This design comes from an exercise in tuning for small area and a short achievable clock period on the open sky130 flow, not from production work.
Only simulation tests tie the RTL to the original design; equivalence was not proved.

==> flow/design.v (excerpt) <==
module infoled_core (
    input  wire        clk,
    input  wire        rst,
    input  wire [31:0] now_us,
    input  wire        cmd_valid,
    input  wire [18:0] cmd_word,
    input  wire [5:0]  sym_rd_addr,
    output wire        out_symbol_value,
    output wire [7:0]  out_brightness,
    output wire        out_flatten,
    output wire [7:0]  ri_brightness,
    output wire        ri_calib_active,
    output wire [3:0]  ri_calib_index,
    output wire        ri_frame_active,
    output wire [5:0]  ri_frame_index,
    output wire [1:0]  checksum,
    output wire [15:0] payload_q,
    output wire [31:0] epoch_q,
    output wire [4:0]  status,
    output wire        sym_rd_data,
    output wire        sym_rd_valid
);
Size in the first run: ~2200 cells after synthesis, about 53 flip-flops.
clock: 200.0 ns
lec_check: 0
abc_area: 1
cap_margin: 20
core_margin: 2
core_utilization: 55
slew_margin: 20
standard.sh (not shown) runs the stock make flow with config.mk's settings and CLKGATE_MAP_FILE= SYNTH_SCRIPT=/design/flow/synth_recipe.tcl, a recipe that flattens the netlist after the stock synthesis.
==> flow/flow/run.sh <==
#!/bin/bash
set -euo pipefail
export BUFFER_PORTS_ARGS="-buffer_cell sky130_fd_sc_hd__buf_1"
bash standard.sh finish > standard_flow.log 2>&1
The starting point ran to the end with no violations.
Next try:
==> flow/run.sh (new file) <==
#!/bin/bash
# synth_recipe.tcl (not shown) runs the flow's synth.tcl, then flattens the netlist and writes it again
# the make line also repeats each setting of config.mk as NAME=value (left out here)
make -C /OpenROAD-flow-scripts/flow DESIGN_CONFIG=/design/flow/config.mk WORK_HOME=/design/flow/orfs CLKGATE_MAP_FILE= SYNTH_SCRIPT=/design/flow/synth_recipe.tcl finish
removed: flow/flow/run.sh
removed: flow/standard.sh
=>
- setup slack is worse by 0.85 ns
- final cell count stays flat
- routed wire length increases by 2.4%
- register-to-register slack loses 0.11 ns
- global-route usage came out higher by 0.58 points
- die area is unchanged

---

Setup of main:
Another version of the RTL of infoled_core (not shown whole).
Size in the first run: roughly 1500 cells after synthesis, roughly 53 flip-flops, ~13000 um2 of cells after synthesis.
==> flow/config.mk <==
export PLATFORM = sky130hd
export DESIGN_NAME = infoled_core
export DESIGN_NICKNAME = infoled_core
export VERILOG_FILES = /design/flow/design.v
export SDC_FILE = /design/flow/constraint.sdc
export NUM_CORES = 4
export LEC_CHECK = 0
export ABC_AREA = 1
export CAP_MARGIN = 20
export CORE_MARGIN = 2
export CORE_UTILIZATION = 70
export CTS_BUF_LIST = sky130_fd_sc_hd__clkbuf_8
export GPL_TIMING_DRIVEN = 1
export SLEW_MARGIN = 20
export SYNTH_HIERARCHICAL = 1
export SYNTH_MINIMUM_KEEP_SIZE = 0
==> flow/constraint.sdc <==
create_clock -name core_clock -period 200.0 [get_ports {clk}]
set_input_delay 40.0000 -clock core_clock [delete_from_list [all_inputs] [get_ports {clk}]]
set_output_delay 40.0000 -clock core_clock [all_outputs]
set_load 0.01 [all_outputs]
==> flow/flow/run.sh <==
#!/bin/bash
set -euo pipefail
export BUFFER_PORTS_ARGS="-buffer_cell sky130_fd_sc_hd__buf_1"
bash standard.sh finish > standard_flow.log 2>&1
Setup changes, main to the feature branch
Settings: clearing GPL_TIMING_DRIVEN, which used to be 1; swapping 70 for 80 in CORE_UTILIZATION.
==> notes.md <==
The feature branch completed every stage of the flow, and the final layout passed the timing, DRC and antenna checks.
| total area of multi-input combinational cells | the feature branch vs main | ≈ equal |
Relative area of clock buffers and inverters in the final design: main vs the feature branch, no meaningful difference
For the share of the core filled with cells, the feature branch came in 12 points higher than main did.
Comparing main and the feature branch, the lower via count is on main.
Compared to main, the feature branch reaches a lower achievable clock.
The die of the feature branch is smaller than the one used in main.

---

run 1:
Starting RTL as in the previous note.
// infoled_core
module infoled_core (
    input  wire        clk,
    input  wire        rst,
    input  wire [31:0] now_us,
    input  wire        cmd_valid,
    input  wire [18:0] cmd_word,
    input  wire [5:0]  sym_rd_addr,
    output wire        out_symbol_value,
    output wire [7:0]  out_brightness,
    output wire        out_flatten,
    output wire [7:0]  ri_brightness,
    output wire        ri_calib_active,
    output wire [3:0]  ri_calib_index,
    output wire        ri_frame_active,
    output wire [5:0]  ri_frame_index,
    output wire [1:0]  checksum,
    output wire [15:0] payload_q,
    output wire [31:0] epoch_q,
    output wire [4:0]  status,
    output wire        sym_rd_data,
    output wire        sym_rd_valid
);
==> flow/config.mk <==
export PLATFORM = sky130hd
export DESIGN_NAME = infoled_core
export DESIGN_NICKNAME = infoled_core
export VERILOG_FILES = /design/flow/design.v
export SDC_FILE = /design/flow/constraint.sdc
export NUM_CORES = 4
export LEC_CHECK = 0
export ABC_AREA = 1
export CAP_MARGIN = 20
export CORE_MARGIN = 2
export CORE_UTILIZATION = 55
export SLEW_MARGIN = 20
export SYNTH_HIERARCHICAL = 1
export SYNTH_MINIMUM_KEEP_SIZE = 0
==> flow/constraint.sdc <==
create_clock -name core_clock -period 200.0 [get_ports {clk}]
set_input_delay 40.0000 -clock core_clock [delete_from_list [all_inputs] [get_ports {clk}]]
set_output_delay 40.0000 -clock core_clock [all_outputs]
set_load 0.01 [all_outputs]
Scripts as last shown in full above: flow/flow/run.sh
Run 1 was carried through to the last stage, and its layout satisfied the timing, DRC and antenna checks.
diff inputs: run 1 => run 2
# run 1
export LEC_CHECK = 0
export ABC_AREA = 1
export CAP_MARGIN = 20
export CORE_MARGIN = 2
export CORE_UTILIZATION = 55
export SLEW_MARGIN = 20
export SYNTH_HIERARCHICAL = 1
export SYNTH_MINIMUM_KEEP_SIZE = 0
create_clock -name core_clock -period 200.0 [get_ports {clk}]
# run 2
export LEC_CHECK = 0
export ABC_AREA = 1
export CAP_MARGIN = 20
export CORE_MARGIN = 2
export CORE_UTILIZATION = 70
export CTS_BUF_LIST = sky130_fd_sc_hd__clkbuf_8
export PLACE_DENSITY = 0.85
export SLEW_MARGIN = 20
export SYNTH_HIERARCHICAL = 1
export SYNTH_MINIMUM_KEEP_SIZE = 0
create_clock -name core_clock -period 200.0 [get_ports {clk}]
### Flow results
Run 2 was carried through to the last stage, and its layout satisfied the timing, DRC and antenna checks.
Run 2 against run 1: clock tree cell share of total cell area decreased 0.57 points, share of the core filled with cells increased 15 points, fraction of the cycle the final worst path needs essentially unchanged.
Global-route met1 utilization in run 2 is 6.8 points above run 1.
Run 2 ends up with a synthesis-to-finish area growth that is 1.2 points lower than in run 1.
The global-route track usage on met2 of run 2 exceeds that of run 1 by 12 points.
## Diff of input files: run 3 against run 2
# run 2
export LEC_CHECK = 0
export ABC_AREA = 1
export CAP_MARGIN = 20
export CORE_MARGIN = 2
export CORE_UTILIZATION = 70
export CTS_BUF_LIST = sky130_fd_sc_hd__clkbuf_8
export PLACE_DENSITY = 0.85
export SLEW_MARGIN = 20
export SYNTH_HIERARCHICAL = 1
export SYNTH_MINIMUM_KEEP_SIZE = 0
create_clock -name core_clock -period 200.0 [get_ports {clk}]
# run 3
export LEC_CHECK = 0
export ABC_AREA = 1
export CAP_MARGIN = 20
export CORE_MARGIN = 2
export CORE_UTILIZATION = 70
export CTS_BUF_LIST = sky130_fd_sc_hd__clkbuf_8
export SLEW_MARGIN = 20
export SYNTH_HIERARCHICAL = 1
export SYNTH_MINIMUM_KEEP_SIZE = 0
create_clock -name core_clock -period 200.0 [get_ports {clk}]
Results
- Looking only at worst-case setup slack after placement, and setting everything else aside, the higher value of run 2 and run 3 goes to run 2.
- Total length of routed wires, run 3 vs run 2: down by a few percent
- Critical path depth delta for run 3 relative to run 2: about 0.6% higher
- Run 3 vs. run 2: sum of met2 wire segment lengths after detailed routing shows a reduction of 1.3 mm, detailed-route vias per instance shows a reduction of 1.5%, maximum frequency shows no meaningful change, design area shows no meaningful change.
Changes in run 4 relative to run 3:
# run 3
export LEC_CHECK = 0
export ABC_AREA = 1
export CAP_MARGIN = 20
export CORE_MARGIN = 2
export CORE_UTILIZATION = 70
export CTS_BUF_LIST = sky130_fd_sc_hd__clkbuf_8
export SLEW_MARGIN = 20
export SYNTH_HIERARCHICAL = 1
export SYNTH_MINIMUM_KEEP_SIZE = 0
create_clock -name core_clock -period 200.0 [get_ports {clk}]
# run 4
export LEC_CHECK = 0
export ABC_AREA = 1
export CAP_MARGIN = 20
export CORE_MARGIN = 2
export CORE_UTILIZATION = 55
export CTS_BUF_LIST = sky130_fd_sc_hd__clkbuf_8
export SLEW_MARGIN = 20
export SYNTH_HIERARCHICAL = 1
export SYNTH_MINIMUM_KEEP_SIZE = 0
create_clock -name core_clock -period 200.0 [get_ports {clk}]
[summary]
- On non-clock buffering overhead in the final layout, run 4 tracks run 3 almost exactly.
- In the final reports, the cell area of run 4 is larger than that of run 3.
- Inserted tap cell count came out higher on run 4 than on run 3.
- For the number of vias per cell, run 4 came in 0.23 lower than run 3 did.
- The run showing the greater arrival time of data at the critical path endpoint is run 3.
- Re final weighted congestion in routability-driven placement: run 4 is about 3.5% down on run 3.

[static timing again, ports no longer ideal]
In the flow no input, the clock included, has a driving cell. The finished layouts below were timed again as built, in two steps. Step 1, drivers: a clkbuf_16 drives clk and a buf_2 each remaining input, both assumed. Step 2 also shifts input and output timing later by t, the mid clock arrival at the registers, as if the neighbouring blocks saw the same clock. Slacks: ideal ports / drivers / drivers and shift; pairs: ideal ports / drivers.
run | t, ns | setup slack, ns | slew at the worst register clock pin (ns)
the first run of note 1 | 0.330 | 76.508 / 76.479 / 76.479 | 0.08 / 0.08
the second run of note 1 | 0.340 | 75.656 / 75.630 / 75.630 | 0.08 / 0.08
main | 0.355 | 90.794 / 90.774 / 90.774 | 0.11 / 0.11
the feature branch | 0.351 | 89.950 / 89.930 / 89.930 | 0.10 / 0.10
run 1 | 0.333 | 90.888 / 90.866 / 90.866 | 0.08 / 0.08
run 2 | 0.359 | 90.797 / 90.766 / 90.766 | 0.12 / 0.12
run 3 | 0.355 | 90.794 / 90.774 / 90.774 | 0.11 / 0.11
run 4 | 0.352 | 90.879 / 90.857 / 90.857 | 0.11 / 0.11
After both steps every run listed still meets setup and hold. The setup slack of run 2, which loses most, moves by -0.031 ns with the drivers and by -0.031 ns with both steps.
